From an optimization exercise on the open Yosys and OpenROAD flow, aimed at small area, a short achievable clock period and few clock cycles; shortcuts taken in it are not production practice.
Function was checked by simulation only, so behaviour that the tests miss may differ from the original.
No activity file was given, so power comes from the tool's default toggle rates.

==> flow/design.v <==
module sdl_cc (
    input  wire        clk,
    input  wire        rst,             
    input  wire [15:0] cfg_setpoint,
    input  wire [15:0] cfg_deadband,
    input  wire [6:0]  cfg_base_speed,
    input  wire [6:0]  cfg_max_speed,
    input  wire [6:0]  cfg_init_speed,
    input  wire [6:0]  cfg_creep_step,
    input  wire [31:0] cfg_kp,
    input  wire [31:0] cfg_ki,
    input  wire [31:0] cfg_kd,
    input  wire [31:0] cfg_dt,
    input  wire        cfg_map_mode,    
    input  wire        cfg_sp_sense,    
    input  wire        rq_valid,
    output wire        rq_ready,
    input  wire [19:0] rq_data,
    output reg         mc_valid,
    output reg  [16:0] mc_out,
    output wire        fault
);
    localparam [1:0] ST_STOP = 2'd0, ST_ACCEL = 2'd1, ST_CONTROL = 2'd2;
    localparam [3:0] OP_START = 4'h1, OP_STOP = 4'h2, OP_TICK = 4'h3, OP_ITER = 4'h4;
    localparam [1:0] PH_IDLE = 2'd0, PH_DIV = 2'd1, PH_MAC = 2'd2, PH_FIN = 2'd3;
    reg               run_q, sp_q, tick_q, stop_done_q, fault_q;
    reg        [1:0]  fsm_q;
    reg        [6:0]  ramp_q;
    reg signed [7:0]  lspeed_q, rspeed_q;
    reg signed [16:0] last_err_q;
    reg signed [47:0] integral_q;
    reg        [1:0]  phase_q;
    reg        [1:0]  pass_q;       
    reg        [5:0]  cnt_q;
    reg        [15:0] pos_q;
    reg signed [16:0] e_q;
    reg        [48:0] dvd_q;        
    reg        [31:0] rem_q;
    reg        [48:0] quo_q;
    reg               dneg_q;       
    reg signed [81:0] acc_q;
    reg signed [81:0] mcand_q;
    reg        [31:0] mplier_q;
    reg signed [49:0] d_q;          
    reg signed [47:0] inew_q;       
    assign rq_ready = (phase_q == PH_IDLE);
    assign fault    = fault_q;
    function in_band_f(input [15:0] p);
        reg signed [17:0] d;
        reg        [16:0] a;
        begin
            d = $signed({2'b00, p}) - $signed({2'b00, cfg_setpoint});
            a = d[17] ? -d[16:0] : d[16:0];
            in_band_f = (a < {1'b0, cfg_deadband});
        end
    endfunction
    function signed [7:0] clamp_f(input signed [35:0] v,
                                  input signed [8:0] lo, input signed [8:0] hi);
        begin
            if (v < lo)      clamp_f = lo[7:0];
            else if (v > hi) clamp_f = hi[7:0];
            else             clamp_f = v[7:0];
        end
    endfunction
    function signed [35:0] tdiv_s_f(input signed [35:0] v);
        begin
            if (v < 0) tdiv_s_f = -((-v) >>> 16);
            else       tdiv_s_f = v >>> 16;
        end
    endfunction
    wire [3:0]  rq_op  = rq_data[19:16];
    wire [15:0] rq_arg = rq_data[15:0];
    wire        accept = rq_valid && rq_ready;
    reg [1:0] dest;
    always @(*) begin
        if (!run_q)
            dest = ST_STOP;
        else if (fsm_q == ST_STOP)
            dest = ST_ACCEL;
        else if (sp_q)
            dest = ST_ACCEL;
        else
            dest = ST_CONTROL;
    end
    wire [6:0] ramp_next = (ramp_q + 7'd1 > cfg_max_speed) ? cfg_max_speed : ramp_q + 7'd1;
    wire       band_arg  = in_band_f(rq_arg);
    wire       band_pos  = in_band_f(pos_q);
    wire [32:0] rem_sh  = {rem_q, dvd_q[48]};
    wire [32:0] rem_sub = rem_sh - {1'b0, cfg_dt};
    wire        q_bit   = !rem_sub[32];
    wire signed [81:0] mac_add = (cnt_q == 6'd31) ? acc_q - mcand_q : acc_q + mcand_q;
    wire signed [81:0] num_abs  = acc_q[81] ? -acc_q : acc_q;
    wire signed [81:0] num_q16  = acc_q[81] ? -(num_abs >>> 16) : (num_abs >>> 16);
    wire signed [31:0] corr     = (num_q16 > 82'sd2147483647)  ? 32'sh7FFF_FFFF :
                                  (num_q16 < -82'sd2147483648) ? 32'sh8000_0000 :
                                  num_q16[31:0];
    wire signed [35:0] base_fx  = $signed({13'd0, cfg_base_speed, 16'd0});
    wire signed [35:0] l_int    = tdiv_s_f(base_fx - corr);
    wire signed [35:0] r_int    = tdiv_s_f(base_fx + corr);
    wire signed [8:0]  max_s    = $signed({2'b00, cfg_max_speed});
    wire signed [35:0] l_creep  = lspeed_q + $signed({2'b00, cfg_creep_step});
    wire signed [35:0] r_creep  = rspeed_q + $signed({2'b00, cfg_creep_step});
    reg signed [7:0] l_map, r_map;
    always @(*) begin
        if (cfg_map_mode) begin
            l_map = clamp_f(l_int, 9'sd0, 9'sd100);
            r_map = clamp_f(r_int, 9'sd0, 9'sd100);
        end else if (band_pos) begin
            l_map = clamp_f(l_creep, -max_s, max_s);
            r_map = clamp_f(r_creep, -max_s, max_s);
        end else begin
            l_map = clamp_f(l_int, -max_s, max_s);
            r_map = clamp_f(r_int, -max_s, max_s);
        end
    end
    wire signed [81:0] acc_p0 = mplier_q[0] ? mac_add : acc_q;
    wire signed [49:0] isum_n = $signed({{2{integral_q[47]}}, integral_q}) + $signed(acc_p0[49:0]);
    wire signed [47:0] isat_next = (isum_n > $signed(50'sh0_7FFF_FFFF_FFFF)) ? 48'sh7FFF_FFFF_FFFF :
                                   (isum_n < $signed(-50'sh0_8000_0000_0000)) ? 48'sh8000_0000_0000 :
                                   isum_n[47:0];
    function [16:0] abs18(input signed [17:0] v);
        abs18 = v[17] ? -v[16:0] : v[16:0];
    endfunction
    always @(posedge clk) begin
        if (rst) begin
            run_q       <= 1'b0;
            sp_q        <= 1'b0;
            tick_q      <= 1'b0;
            stop_done_q <= 1'b0;
            fault_q     <= 1'b0;
            fsm_q       <= ST_STOP;
            ramp_q      <= cfg_init_speed;
            lspeed_q    <= 8'sd0;
            rspeed_q    <= 8'sd0;
            last_err_q  <= 17'sd0;
            integral_q  <= 48'sd0;
            phase_q     <= PH_IDLE;
            mc_valid    <= 1'b0;
            mc_out      <= 17'd0;
        end else begin
            mc_valid <= 1'b0;
            case (phase_q)
            PH_IDLE: if (accept && !fault_q) begin
                case (rq_op)
                OP_START: run_q  <= 1'b1;
                OP_STOP:  run_q  <= 1'b0;
                OP_TICK:  tick_q <= 1'b1;
                OP_ITER: begin
                    fsm_q <= dest;
                    if (fsm_q == ST_STOP && dest != ST_STOP)
                        stop_done_q <= 1'b0;
                    case (dest)
                    ST_STOP: if (!stop_done_q) begin
                        mc_valid    <= 1'b1;
                        mc_out      <= 17'd0;
                        lspeed_q    <= 8'sd0;
                        rspeed_q    <= 8'sd0;
                        ramp_q      <= cfg_init_speed;
                        stop_done_q <= 1'b1;
                    end
                    ST_ACCEL: begin
                        ramp_q     <= ramp_next;
                        lspeed_q   <= {1'b0, ramp_next};
                        rspeed_q   <= {1'b0, ramp_next};
                        mc_valid   <= 1'b1;
                        mc_out     <= {1'b1, 1'b0, ramp_next, 1'b0, ramp_next};
                        sp_q       <= band_arg ^ cfg_sp_sense;
                        last_err_q <= 17'sd0;
                        integral_q <= 48'sd0;
                    end
                    default: if (tick_q) begin          
                        tick_q <= 1'b0;
                        if ($signed(cfg_dt) <= 0) begin
                            fault_q <= 1'b1;
                        end else begin
                            pos_q   <= rq_arg;
                            e_q     <= $signed({1'b0, rq_arg}) - $signed({1'b0, cfg_setpoint});
                            dneg_q  <= ($signed({2'b00, rq_arg}) - $signed({2'b00, cfg_setpoint})
                                        - last_err_q) < 0;
                            dvd_q   <= {abs18(($signed({2'b00, rq_arg}) - $signed({2'b00, cfg_setpoint}))
                                              - last_err_q), 32'd0};
                            rem_q   <= 32'd0;
                            quo_q   <= 49'd0;
                            cnt_q   <= 6'd0;
                            phase_q <= PH_DIV;
                        end
                    end
                    endcase
                end
                default: ;
                endcase
            end
            PH_DIV: begin
                rem_q <= q_bit ? rem_sub[31:0] : rem_sh[31:0];
                quo_q <= {quo_q[47:0], q_bit};
                dvd_q <= {dvd_q[47:0], 1'b0};
                cnt_q <= cnt_q + 6'd1;
                if (cnt_q == 6'd48) begin
                    phase_q  <= PH_MAC;
                    pass_q   <= 2'd0;
                    cnt_q    <= 6'd0;
                    acc_q    <= 82'sd0;
                    mcand_q  <= {{65{e_q[16]}}, e_q};
                    mplier_q <= cfg_dt;
                end
            end
            PH_MAC: begin
                if (mplier_q[0])
                    acc_q <= mac_add;
                mcand_q  <= mcand_q <<< 1;
                mplier_q <= mplier_q >> 1;
                cnt_q    <= cnt_q + 6'd1;
                if (cnt_q == 6'd31) begin
                    cnt_q <= 6'd0;
                    case (pass_q)
                    2'd0: begin
                        d_q      <= dneg_q ? -$signed({1'b0, quo_q}) : $signed({1'b0, quo_q});
                        inew_q   <= isat_next;
                        acc_q    <= 82'sd0;
                        mcand_q  <= $signed({{49{e_q[16]}}, e_q, 16'd0});
                        mplier_q <= cfg_kp;
                        pass_q   <= 2'd1;
                    end
                    2'd1: begin
                        mcand_q  <= $signed({{32{d_q[49]}}, d_q});
                        mplier_q <= cfg_kd;
                        pass_q   <= 2'd2;
                        acc_q    <= mplier_q[0] ? mac_add : acc_q;
                    end
                    2'd2: begin
                        mcand_q  <= $signed({{34{inew_q[47]}}, inew_q});
                        mplier_q <= cfg_ki;
                        pass_q   <= 2'd3;
                        acc_q    <= mplier_q[0] ? mac_add : acc_q;
                    end
                    default: begin
                        phase_q  <= PH_FIN;
                        acc_q    <= mplier_q[0] ? mac_add : acc_q;
                    end
                    endcase
                end
            end
            default: begin                              
                sp_q       <= band_pos ^ cfg_sp_sense;
                last_err_q <= e_q;
                integral_q <= (!cfg_map_mode && band_pos) ? 48'sd0 : inew_q;
                lspeed_q   <= l_map;
                rspeed_q   <= r_map;
                mc_valid   <= 1'b1;
                mc_out     <= {1'b1, l_map, r_map};
                phase_q    <= PH_IDLE;
            end
            endcase
        end
    end
endmodule
==> flow/run.sh <==
#!/bin/bash
# synth_recipe.tcl (not shown) runs the flow's synth.tcl, then flattens the netlist and writes it again
# the make line also repeats each setting of config.mk as NAME=value (left out here)
make -C /OpenROAD-flow-scripts/flow DESIGN_CONFIG=/design/flow/config.mk WORK_HOME=/design/flow/orfs CLKGATE_MAP_FILE= SYNTH_SCRIPT=/design/flow/synth_recipe.tcl finish
==> flow/config.mk <==
export PLATFORM = sky130hd
export DESIGN_NAME = sdl_cc
export DESIGN_NICKNAME = sdl_cc
export VERILOG_FILES = /design/flow/design.v
export SDC_FILE = /design/flow/constraint.sdc
export NUM_CORES = 4
export LEC_CHECK = 0
export CAP_MARGIN = 20
export CORE_MARGIN = 2
export CORE_UTILIZATION = 40
export SLEW_MARGIN = 20
==> flow/constraint.sdc <==
create_clock -name core_clock -period 14.0 [get_ports {clk}]
set_input_delay 2.8000 -clock core_clock [delete_from_list [all_inputs] [get_ports {clk}]]
set_output_delay 2.8000 -clock core_clock [all_outputs]
set_load 0.01 [all_outputs]
==> notes.md <==
## worst max path at each step
stage | startpoint | end | slack (ns) | cells past startpoint
2_1_floorplan | acc_q[81]$_SDFFCE_PN0P_ | rspeed_q[2]$_SDFFE_PP0P_ | 0.02 | 71
3_3_place_gp | acc_q[25]$_SDFFCE_PN0P_ | lspeed_q[4]$_SDFFE_PP0P_ | 0.21 | 55
3_5_place_dp | acc_q[25]$_SDFFCE_PN0P_ | lspeed_q[4]$_SDFFE_PP0P_ | -0.12 | 56
4_1_cts | acc_q[21]$_SDFFCE_PN0P_ | lspeed_q[4]$_SDFFE_PP0P_ | 0.03 | 56
5_1_grt | acc_q[27]$_SDFFCE_PN0P_ | lspeed_q[4]$_SDFFE_PP0P_ | -0.05 | 59
6_report | acc_q[27]$_SDFFCE_PN0P_ | rspeed_q[0]$_SDFFE_PP0P_ | 0.73 | 56
## power by group through the flow
stage | combinational, W | clock (W) | sequential, W
after floorplan | 0.000426 | 0 | 0.00174
after global placement | 0.000610 | 0 | 0.00174
after detailed placement | 0.000615 | 0 | 0.00175
after CTS | 0.000621 | 0.00182 | 0.00171
after global routing | 0.000705 | 0.00187 | 0.00171
final | 0.000632 | 0.00179 | 0.00171
## metrics by stage
step	total power (W)	TNS, ns	util [%]	instances	hold WS, ns
detailed placement	0.002360	-0.1229	43.66	7479	0.4534
CTS	0.004149	0	45.46	7603	0.4699
finish	0.004129	0	45.88	7634	0.4735
global route	0.004289	-0.05445	45.88	7633	0.5037
global placement	0.002354	0	43.64	7478	0.4508
floorplan	0.002171	0	-	5781	0.4503
## state kept, by name, summed over array words and instances, names as in the netlist, 16 cells and up
signal / flops
quo_q: 49
integral_q: 48
e_q: 17
acc_q: 82
inew_q: 48
rem_q: 32
mcand_q: 82
pos_q: 16
last_err_q: 17
d_q: 50
dvd_q: 17
mplier_q: 32
## kinds of logic after synthesis
group,Yosys count,share of synthesized area [%]
buf+inv,566,4.422
xor+xnor,524,9.288
flops,533,30.43
compound gates,1617,21.69
simple gates,1972,20.29
mux,147,3.099
fa+ha+maj,422,10.79
## routing by layer
layer	global-route usage [%]	vias to the layer above	wire (um)
li1	-	21740	-
met1	32.56	21677	70810
met2	39.62	1394	73090
met3	2.510	248	8695
met4	7.477	0	4468
met5	0	-	0
## critical path: cells and delay by family, from the launching register on
family,cells,cell delay [ns]
AO/OA/AOI/OAI,32,6.14
AND/OR/NAND/NOR,15,4.69
adder cells (fa/ha/maj),3,0.90
flip-flops,1,0.52
buffers and inverters,4,0.50
multiplexers,1,0.18
XOR/XNOR,1,0.18
## cell type report
cell class / count / area (um^2)
timing repair buffer: 373 / 3415
clock buffer: 89 / 1852
tap: 1637 / 2048
fill: 11938 / 66730
antenna: 1 / 2.502
inverter: 284 / 1070
multi-input combinational: 4682 / 32750
clock inverter: 35 / 356.6
sequential: 533 / 15080
## cell usage in the layout, fill, tap and decap left out, types with 27 or more instances in the layout
cell type and n:
or2_2 33, and2_1 132, nor2_1 471, nor4_1 48, xor2_1 167, a21oi_1 384, nand4_1 63, edfxtp_1 441
dfxtp_1 92, buf_4 139, o21a_1 50, nor2b_1 114, nand2_1 461, a31oi_1 55, a21boi_0 27, nand3_1 129
o41ai_1 28, or3_1 85, a22oi_1 71, nand2b_1 80, o31ai_1 63, mux2i_1 93, xnor2_1 349, a221o_1 34
clkbuf_16 69, o211ai_1 103, a222oi_1 49, a21o_1 98, inv_1 283, ha_1 408, or4_1 52, clkdlybuf4s50_1 231
mux2_2 51, nor3_1 121, and3_1 53, o21bai_1 47, o21ai_0 359
## what timing repair did
item / CTS / global route
resized for setup: 1 / 56
endpoints found under the setup margin: 2 / 16
pin swaps: 0 / 15
hold endpoints to repair: 0 / 0
buffers inserted: 0 / 30
gates cloned: 0 / 0
==> key figures <==
Synthesis
  • Leading area contributor after synthesis: edfxtp_1
  • Syn nets: 6,416
  • Synth warn: 1
  • Main synth FF type: edfxtp_1
  • Post-synthesis sequential area ratio: 30.43%
  • Most common cell in the netlist: nor2_1
  • Commonest cells post-synth: nor2_1, nand2_1, edfxtp_1
  • Syn Inst Count: 5,781
  • Library cells used by synthesis: 118
  • Post-Syn Area: 49,580 um^2
  • Avg Cell Area, Syn: 8.576 um^2
  • Ys async rst share: 0%
  • Seq cells post-synth: 533
  • Largest cells by area after synthesis: edfxtp_1, ha_1, xnor2_1, a21oi_1, dfxtp_1
  • Number of flops mapped to enable cells by yosys: 441
  • Top cell type's share of synthesized area: 26.71%

Drt
  • Routed vias: 45,059
  • Antenna Nets Post-Route: 0
  • DR WL/cell: 20.57 um
  • Initial DRC Count: 4,071
  • DR pass1 iterations: 10
  • Drt drc: 0
  • Vias/cell: 5.902
  • Wirelength, routed: 157,100 um

STA
  • Least-Margin Pin Slew: 1.075 ns
  • Final setup viols: 0
  • Setup ws final: 0.7321 ns
  • Final Max Slew Viols: 0
  • Upper clock frequency limit: 75.37 MHz
  • Slew headroom: 28.17%
  • Final min period: 13.27 ns
  • Final hold violation count: 0
  • Tcrit/Tclk final: 94.77%
  • Fin Clk Skew: 0.03065 ns

Worst hold path
  • Hold Path Sink: mc_out[16]$_SDFFE_PP0P_
  • HP Start: mc_out[16]$_SDFFE_PP0P_
  • Hold WC Path Type: reg -> reg
  • Hold Crit Depth: 2

Critical path
  • CP arrival: 13.78 ns
  • CP max-delay cell: or4b_1
  • FF-to-FF setup slack: 0.73 ns
  • Critical path's most frequent cell: o21a_1
  • CP Max Fanout: 11
  • Worst setup SP type: register
  • Worst r2r dst: rspeed_q[0]$_SDFFE_PP0P_
  • Reg2reg path depth: 56
  • FF-to-FF Start: acc_q[27]$_SDFFCE_PN0P_
  • Crit end category: register
  • CP max stage delay: 0.60 ns
  • Worst Setup Path Type: reg -> reg
  • WP data required: 14.51 ns

Clock network
  • Htree depth: 3
  • Clk root buf: clkbuf_16
  • # hold bufs at CTS: 0
  • Skew-Pair Late Insertion Delay: 0.65 ns
  • Clock sinks: 533
  • CTS Buf Count: 67
  • CTS tree: done
  • Clock buffer depth: 3
  • Clock transition at path regs: 0.06 ns

Power
  • Max VDD drop: 0.07284 mV
  • Sw Pwr: 0.001083 W
  • Comb pwr share: 15.3%
  • LEAKAGE: 22.66 nW
  • P per Cell Area: 72.97 nW/um^2
  • Int Pwr: 0.003045 W
  • Net Sw Frac: 26.24%
  • Clk pwr share: 43.2%
  • Sequential share of power: 41.5%

Die
  • Die area: 126,800 um^2
  • # IOs: 233
  • Core ar.: 123,300 um^2
  • Num rows: 129
  • Initial Util: 40.20%
  • Die W: 356.0 um
  • Die height: 356.0 um

Job
  • Max Cap Viol: 0

Place
  • Pre-CTS WS: -0.1205 ns
  • Placer Congestion: 0.9529
  • Dpl cell area: 53,840 um^2
  • Port bufs: 232
  • Dpl hpwl: 118,200 um

Run status
  • Outcome: complete, no violations

GRT
  • Global-route wire length before repair: 243,800 um
  • Antenna violations before repair: 1
  • Grt total ovfl: 0
  • Largest net degree at the start of global routing: 166
  • Total track usage: 23.89%
  • Number of global-route vias before repair: 42,988

Finish
  • Fin area: 56,580 um^2
  • Area grow syn2layout: 14.13%
  • Layout cell share with drive strength beyond 1: 7.638%
  • # nets final: 6,576
Testbench counts, summed over its fixed seeds: cycles 520,094.

## static timing again, ports no longer ideal
In the flow no input, the clock included, has a driving cell. The finished layout below was timed again as built, in two steps.
Step 1, drivers: a clkbuf_16 drives clk and a buf_2 each remaining input, both assumed.
Step 2, shift: input delay + t, output delay - t, t = (earliest + latest rising clock arrival at the registers) / 2. This alone moves slack from input paths to output paths.
Slacks: ideal ports / drivers / drivers and shift; pairs: ideal ports / drivers.
shift t [ns]: 0.699
slack for setup (ns): 0.732 / 0.732 / 0.732
worst setup path at the end: register to register
After both steps setup and hold are still met in this run. For this run, drivers alone change the setup slack by 0.000 ns; drivers and shift together by 0.000 ns.
